Source: an optimization exercise on an open RTL-to-GDS flow (aim: small area, a short achievable clock period and few clock cycles per item). Production flows keep margins and buffers that such runs may drop.
RTL that was checked went through simulation tests only; none was proved equivalent to the original.
Power is estimated from default activity; no workload was simulated.

==> flow/design.v (excerpt) <==
module chi_md5 (
    input  wire         clk,
    input  wire         rst,           
    input  wire         in_valid,
    output wire         in_ready,
    input  wire         in_first,
    input  wire [511:0] in_block,      
    output reg          out_valid,
    output wire [127:0] out_digest     
);
Size: roughly 4700 cells after synthesis, about 370 flip-flops, roughly 650 I/O pins, roughly 0.032 mm² of cells after synthesis.
Settings: LEC_CHECK=0, ABC_AREA=1, CAP_MARGIN=20, CORE_MARGIN=2, CORE_UTILIZATION=40, SLEW_MARGIN=20, TNS_END_PERCENT=5; clock period 13.0 ns.
standard.sh (not shown) runs the stock make flow with config.mk's settings and CLKGATE_MAP_FILE= SYNTH_SCRIPT=/design/flow/synth_recipe.tcl, a recipe that flattens the netlist after the stock synthesis.
==> flow/flow/run.sh <==
#!/bin/bash
set -euo pipefail
export BUFFER_PORTS_ARGS="-buffer_cell sky130_fd_sc_hd__buf_1"
export SETUP_SLACK_MARGIN=9.5
bash standard.sh > standard.log 2>&1
The first run completed without violations.
Testbench counts at the start, summed over its fixed seeds: cycles 219,066, blocks 3,370.
Rerun with:
==> flow/flow/run.sh (replaced) <==
#!/bin/bash
set -euo pipefail
export BUFFER_PORTS_ARGS="-buffer_cell sky130_fd_sc_hd__buf_1"
export SETUP_SLACK_MARGIN=7.5
bash standard.sh > standard.log 2>&1
TNS_END_PERCENT = default   (was 5)
After rerunning: Via count goes down by about 2.7%; worst setup slack degrades by 0.61 ns; cell area goes down by 7.6%; wire length goes down by about 5%; clock power goes down by about 8%; hold slack improves by 0.0065 ns; fmax goes down by about 11%.
Rerun with:
==> flow/flow/run.sh (replaced) <==
#!/bin/bash
set -euo pipefail
export BUFFER_PORTS_ARGS="-buffer_cell sky130_fd_sc_hd__buf_1"
export SETUP_SLACK_MARGIN=9.5
bash standard.sh > standard.log 2>&1
The new run went through all stages and came out clean; non-clock buffer count goes up by 399; clock skew barely changes; setup slack gets better by 0.54 ns; sequential power went down by about 2%; flip-flop and latch count does not change; synthesized cell count stays the same.
Rerun with:
==> flow/flow/run.sh (replaced) <==
#!/bin/bash
set -euo pipefail
export BUFFER_PORTS_ARGS="-buffer_cell sky130_fd_sc_hd__buf_1"
export SETUP_SLACK_MARGIN=8.5
bash standard.sh > standard.log 2>&1
The changed run completed with no timing, DRC or antenna violations.
Final area is lower by 10%.
Total power went down by 10%.
Non-clock buffer count goes down by 282.

---

Setup of maple:
Another version of the RTL of chi_md5 (not shown whole).
Size in the first run: ~4400 cells after synthesis, ~310 flip-flops, roughly 650 I/O pins, ~30000 sq um of cells after synthesis.
==> flow/design.v (excerpt) <==
module chi_md5 (
    input  wire         clk,
    input  wire         rst,           
    input  wire         in_valid,
    output wire         in_ready,
    input  wire         in_first,
    input  wire [511:0] in_block,      
    output reg          out_valid,
    output wire [127:0] out_digest     
);
clock: 13.0 ns
lec_check: 0
abc_area: 1
cap_margin: 20
core_margin: 2
core_utilization: 40
slew_margin: 20
==> flow/flow/run.sh <==
#!/bin/bash
set -euo pipefail
export BUFFER_PORTS_ARGS="-buffer_cell sky130_fd_sc_hd__buf_1"
bash standard.sh > standard.log 2>&1
The inputs of indigo differ from those of maple as listed below.
==> flow/flow/run.sh <==
#!/bin/bash
set -euo pipefail
export BUFFER_PORTS_ARGS="-buffer_cell sky130_fd_sc_hd__buf_1"
export SETUP_SLACK_MARGIN=8
bash standard.sh > standard.log 2>&1
### Flow results
indigo ends up with lower largest net degree at the start of global routing than maple does.
maple was smaller in final cell area than indigo.
Diff maple -> indigo: count of buffers not belonging to the clock network in the layout higher, part of the total power dissipated in combinational logic higher, net switching share of the total power lower, area growth from synthesis to layout higher.
When the final numbers for indigo and maple were put side by side, the total power draw turned out to be greater in indigo.
The total wire length in maple is 0.928 times that in indigo.
For global placer's final weighted congestion, indigo and maple come out practically identical.
No run of this note included a check of the RTL's function; only the layout flow was run.

---

The RTL this note starts from:
==> flow/design.v <==
module chi_md5 (
    input  wire         clk,
    input  wire         rst,           
    input  wire         in_valid,
    output wire         in_ready,
    input  wire         in_first,
    input  wire [511:0] in_block,      
    output reg          out_valid,
    output wire [127:0] out_digest     
);
    localparam [31:0] IV_A = 32'h67452301;
    localparam [31:0] IV_B = 32'hefcdab89;
    localparam [31:0] IV_C = 32'h98badcfe;
    localparam [31:0] IV_D = 32'h10325476;
    localparam [2047:0] K_TAB = {
        32'heb86d391, 32'h2ad7d2bb, 32'hbd3af235, 32'hf7537e82,
        32'h4e0811a1, 32'ha3014314, 32'hfe2ce6e0, 32'h6fa87e4f,
        32'h85845dd1, 32'hffeff47d, 32'h8f0ccc92, 32'h655b59c3,
        32'hfc93a039, 32'hab9423a7, 32'h432aff97, 32'hf4292244,
        32'hc4ac5665, 32'h1fa27cf8, 32'he6db99e5, 32'hd9d4d039,
        32'h04881d05, 32'hd4ef3085, 32'heaa127fa, 32'h289b7ec6,
        32'hbebfbc70, 32'hf6bb4b60, 32'h4bdecfa9, 32'ha4beea44,
        32'hfde5380c, 32'h6d9d6122, 32'h8771f681, 32'hfffa3942,
        32'h8d2a4c8a, 32'h676f02d9, 32'hfcefa3f8, 32'ha9e3e905,
        32'h455a14ed, 32'hf4d50d87, 32'hc33707d6, 32'h21e1cde6,
        32'he7d3fbc8, 32'hd8a1e681, 32'h02441453, 32'hd62f105d,
        32'he9b6c7aa, 32'h265e5a51, 32'hc040b340, 32'hf61e2562,
        32'h49b40821, 32'ha679438e, 32'hfd987193, 32'h6b901122,
        32'h895cd7be, 32'hffff5bb1, 32'h8b44f7af, 32'h698098d8,
        32'hfd469501, 32'ha8304613, 32'h4787c62a, 32'hf57c0faf,
        32'hc1bdceee, 32'h242070db, 32'he8c7b756, 32'hd76aa478
    };
    localparam [31:0] RI_TAB = 32'h56e801bf;
    localparam [255:0] G_TAB = 256'h92b4d6f81a3c5e702fc9630da741eb85c72d83e94fa50b61fedcba9876543210;
    reg  [31:0] b, c, d;           
    reg  [31:0] fu, fv;            
    reg  [31:0] q0, q1, q2, q3;    
    reg  [31:0] t;                 
    reg  [31:0] mw;                
    reg  [31:0] kv;                
    reg  [5:0]  cnt;               
    reg  [1:0]  ri;                
    reg  [1:0]  rv;                
    reg         run;               
    reg         rdy;               
    reg         fin;               
    reg         pend;              
    reg         fst;               
    reg         fcur;              
    reg  [3:0]  ivs;               
    reg         ivc;               
    assign out_digest = {q1, q2, q3, q0};
    assign in_ready   = rdy;                     
    wire start = pend && !run;                   
    wire run_nx  = !rst && (run ? (cnt != 6'd0) : start);
    wire fin_nx  = !rst && run && (cnt == 6'd0);
    wire fcur_nx = (!run && start) ? fst : fcur;
    wire [5:0] cnt_nx = run ? ((cnt == 6'd0) ? 6'd0 : cnt + 6'd1) : (start ? 6'd1 : cnt);
    reg  [15:0] gh;                                
    wire        gx = run && (cnt != 6'd0);
    wire [15:0] gsel = ({16{gx}} & gh) | {14'd0, !run && start, !gx && !(!run && start)};
    reg  [31:0] mw_nx;
    integer j;
    always @(*) begin
        mw_nx = 32'd0;
        for (j = 0; j < 16; j = j + 1)
            mw_nx = mw_nx | (in_block[32*j +: 32] & {32{gsel[j]}});
    end
    wire [5:0] cnt_nx1 = cnt_nx + 6'd1;
    wire [31:0] asrc  = run ? d : (fst ? IV_A : (fin ? q1 : q0));
    wire [31:0] t_nx  = asrc + kv + mw;
    wire [31:0] f   = (b & fu) | (~b & fv);
    wire [31:0] sum = f + t;
    reg  [31:0] r1, r2;
    always @(*) begin
        case (ri)
            2'd0:    r1 = {sum[27:0], sum[31:28]};
            2'd1:    r1 = {sum[26:0], sum[31:27]};
            2'd2:    r1 = {sum[25:0], sum[31:26]};
            default: r1 = {sum[24:0], sum[31:25]};
        endcase
        case (rv)
            2'd0:    r2 = r1;
            2'd1:    r2 = {r1[26:0], r1[31:27]};
            2'd2:    r2 = {r1[21:0], r1[31:22]};
            default: r2 = {r1[15:0], r1[31:16]};
        endcase
    end
    wire [31:0] x = b + r2;
    wire        tail = fin || (run && (cnt == 6'd62 || cnt == 6'd63 || cnt == 6'd0));
    wire [31:0] ivw  = ({32{ivs[0]}} & IV_A) | ({32{ivs[1]}} & IV_D)
                     | ({32{ivs[2]}} & IV_C) | ({32{ivs[3]}} & IV_B);
    wire [31:0] hop  = fcur ? ivw : q0;
    wire [31:0] hsum = hop + b;
    wire        ld_iv = start && fst;
    wire [31:0] b_nx  = run ? x : (ld_iv ? IV_B : (fin ? hsum : q3));
    wire [31:0] c_nx  = run ? b : (ld_iv ? IV_C : (fin ? q3 : c));
    wire [31:0] d_nx  = run ? c : (ld_iv ? IV_D : (fin ? q2 : d));
    reg  [31:0] fu_nx, fv_nx;
    always @(*) begin
        case (cnt[5:4])
            2'd0:    begin fu_nx = c_nx;            fv_nx = d_nx;            end   
            2'd1:    begin fu_nx = c_nx | d_nx;     fv_nx = c_nx & ~d_nx;    end   
            2'd2:    begin fu_nx = ~(c_nx ^ d_nx);  fv_nx = c_nx ^ d_nx;     end   
            default: begin fu_nx = ~c_nx;           fv_nx = ~(c_nx ^ d_nx);  end   
        endcase
    end
    always @(posedge clk) begin
        ri   <= RI_TAB[{cnt[5:4], cnt[1:0], 1'b0} +: 2];
        rv   <= cnt[1:0];
        t    <= t_nx;
        cnt  <= rst ? 6'd0 : cnt_nx;
        mw   <= mw_nx;
        kv   <= K_TAB[{cnt_nx, 5'b00000} +: 32];
        ivs  <= {4{fcur_nx}} & {fin_nx, run_nx && (cnt_nx == 6'd0), run_nx && (cnt_nx == 6'd63), run_nx && (cnt_nx == 6'd62)};
        gh   <= 16'd1 << G_TAB[{cnt_nx1, 2'b00} +: 4];
        c    <= c_nx;
        d    <= d_nx;
        fu   <= fu_nx;
        fv   <= fv_nx;
        if (tail) begin
            q0 <= q1;  q1 <= q2;  q2 <= q3;  q3 <= hsum;
        end
        b    <= b_nx;
        if (rst) begin
            run       <= 1'b0;
            fin       <= 1'b0;
            pend      <= 1'b0;
            out_valid <= 1'b0;
            rdy       <= 1'b0;
            ivc       <= 1'b1;
        end else begin
            out_valid <= fin;
            rdy       <= run && (cnt == 6'd61);
            fin       <= run && (cnt == 6'd0);
            if (run) begin
                if (cnt == 6'd0) run <= 1'b0;
            end else if (start) begin
                run  <= 1'b1;
                pend <= 1'b0;
                fcur <= fst;
            end
            if (in_valid && !pend && (run ? (cnt == 6'd0) : !start)) begin
                pend <= 1'b1;
                fst  <= in_first || ivc;
                ivc  <= 1'b0;
            end
        end
    end
endmodule
export LEC_CHECK = 0
export ABC_AREA = 1
export CAP_MARGIN = 20
export CORE_MARGIN = 2
export CORE_UTILIZATION = 50
export SLEW_MARGIN = 20
export TNS_END_PERCENT = 5
create_clock -name core_clock -period 13.0 [get_ports {clk}]
==> flow/flow/run.sh <==
#!/bin/bash
set -euo pipefail
export BUFFER_PORTS_ARGS="-buffer_cell sky130_fd_sc_hd__buf_1"
export SETUP_SLACK_MARGIN=8.5
bash standard.sh > standard.log 2>&1
Testbench counts at the start, summed over its fixed seeds: cycles 219,066, blocks 3,370.
Next try:
CORE_UTILIZATION = 45   (was 50)
Outcome: The new run completed without violations. Clock-buffer cell count grows by 2. First-iteration DRC count shrinks by about a fifth. Power grows slightly. Combinational power hardly moves. Area after synthesis does not change. Sequential power barely changes. Design area grows slightly. Register-to-register slack gets better by 0.23 ns. Setup slack gets better by 0.23 ns. Routed wire length grows by a few percent.
Next try:
==> flow/flow/run.sh (replaced) <==
#!/bin/bash
set -euo pipefail
export BUFFER_PORTS_ARGS="-buffer_cell sky130_fd_sc_hd__buf_1"
export SETUP_SLACK_MARGIN=8
bash standard.sh > standard.log 2>&1
CORE_UTILIZATION = 40   (was 45)
Result: Sequential power barely changes. Combinational power is lower by 19%. First-iteration DRC count is lower by 25%. Via count is lower by 5.6%. Design area is lower by 3.9%.
Next try:
==> flow/flow/run.sh (replaced) <==
#!/bin/bash
set -euo pipefail
export BUFFER_PORTS_ARGS="-buffer_cell sky130_fd_sc_hd__buf_1"
export SETUP_SLACK_MARGIN=7
bash standard.sh > standard.log 2>&1
The changed run produced a clean layout.
Clock-buffer cell count is unchanged.
First-iteration DRC count drops slightly.
Synthesized cell count stays the same.
Total power drops by roughly a tenth.
Setup slack is worse by 0.80 ns.
Non-clock buffer count drops by 31.
Sequential share of layout area climbs by 0.78 points.
Global-route usage drops by 0.19 points.
Clock skew climbs by 0.0048 ns.
Die area does not change.
Cell area drops by a few percent.
Next try:
==> flow/flow/run.sh (replaced) <==
#!/bin/bash
set -euo pipefail
export BUFFER_PORTS_ARGS="-buffer_cell sky130_fd_sc_hd__buf_1"
export SETUP_SLACK_MARGIN=9
bash standard.sh > standard.log 2>&1
After rerunning: Global-route usage increases by 0.23 points; count of clock-buffer cells in the layout climbs by 4; cell area climbs by 6.0%; synthesized cell count does not change; wire length came out higher by 1.3%; synthesized area stays the same; clock power went down by about 10%; sequential share of layout area fell by 1.2 points; hold slack improves by 0.0079 ns; via count is higher by 2.2%; worst setup slack gets better by 0.92 ns.

-- separate check: timing with driven ports --
In the flow no input, the clock included, has a driving cell. The finished layouts below were timed again as built, in two steps.
Step 1, drivers: a clkbuf_16 drives clk and a buf_2 each remaining input, both assumed.
Step 2 times the ports against the registers' clock, not the clock port: input delays grow and output delays shrink by t, the midpoint of the rising clock arrivals with the driver on.
Slacks: ideal / step 1 / step 2; pairs: ideal / step 1.
| run | t (ns) | slack for setup (ns) | worst data-port slew with drivers (ns) |
|---|---|---|---|
| the first run of note 1 | 0.661 | 8.241 / 8.222 / 8.241 | 0.32 |
| the second run of note 1 | 0.650 | 7.629 / 7.629 / 7.629 | 0.32 |
| the third run of note 1 | 0.659 | 8.172 / 8.172 / 8.172 | 0.17 |
| the fourth run of note 1 | 0.655 | 8.196 / 8.196 / 7.878 | 0.29 |
| maple | 0.643 | 5.233 / 5.233 / 5.233 | 0.25 |
| indigo | 0.630 | 7.258 / 7.258 / 7.258 | 0.35 |
| the first run of note 3 | 0.689 | 7.850 / 7.850 / 7.850 | 0.15 |
| the second run of note 3 | 0.679 | 8.078 / 8.078 / 7.493 | 0.34 |
| the third run of note 3 | 0.684 | 7.992 / 7.992 / 7.574 | 0.36 |
| the fourth run of note 3 | 0.684 | 7.197 / 7.197 / 7.197 | 0.38 |
| the fifth run of note 3 | 0.677 | 8.114 / 8.114 / 7.756 | 0.32 |
After both steps every run listed still meets setup and hold. For the second run of note 3, which loses most, drivers alone change the setup slack by 0.000 ns; drivers and shift together by -0.585 ns.
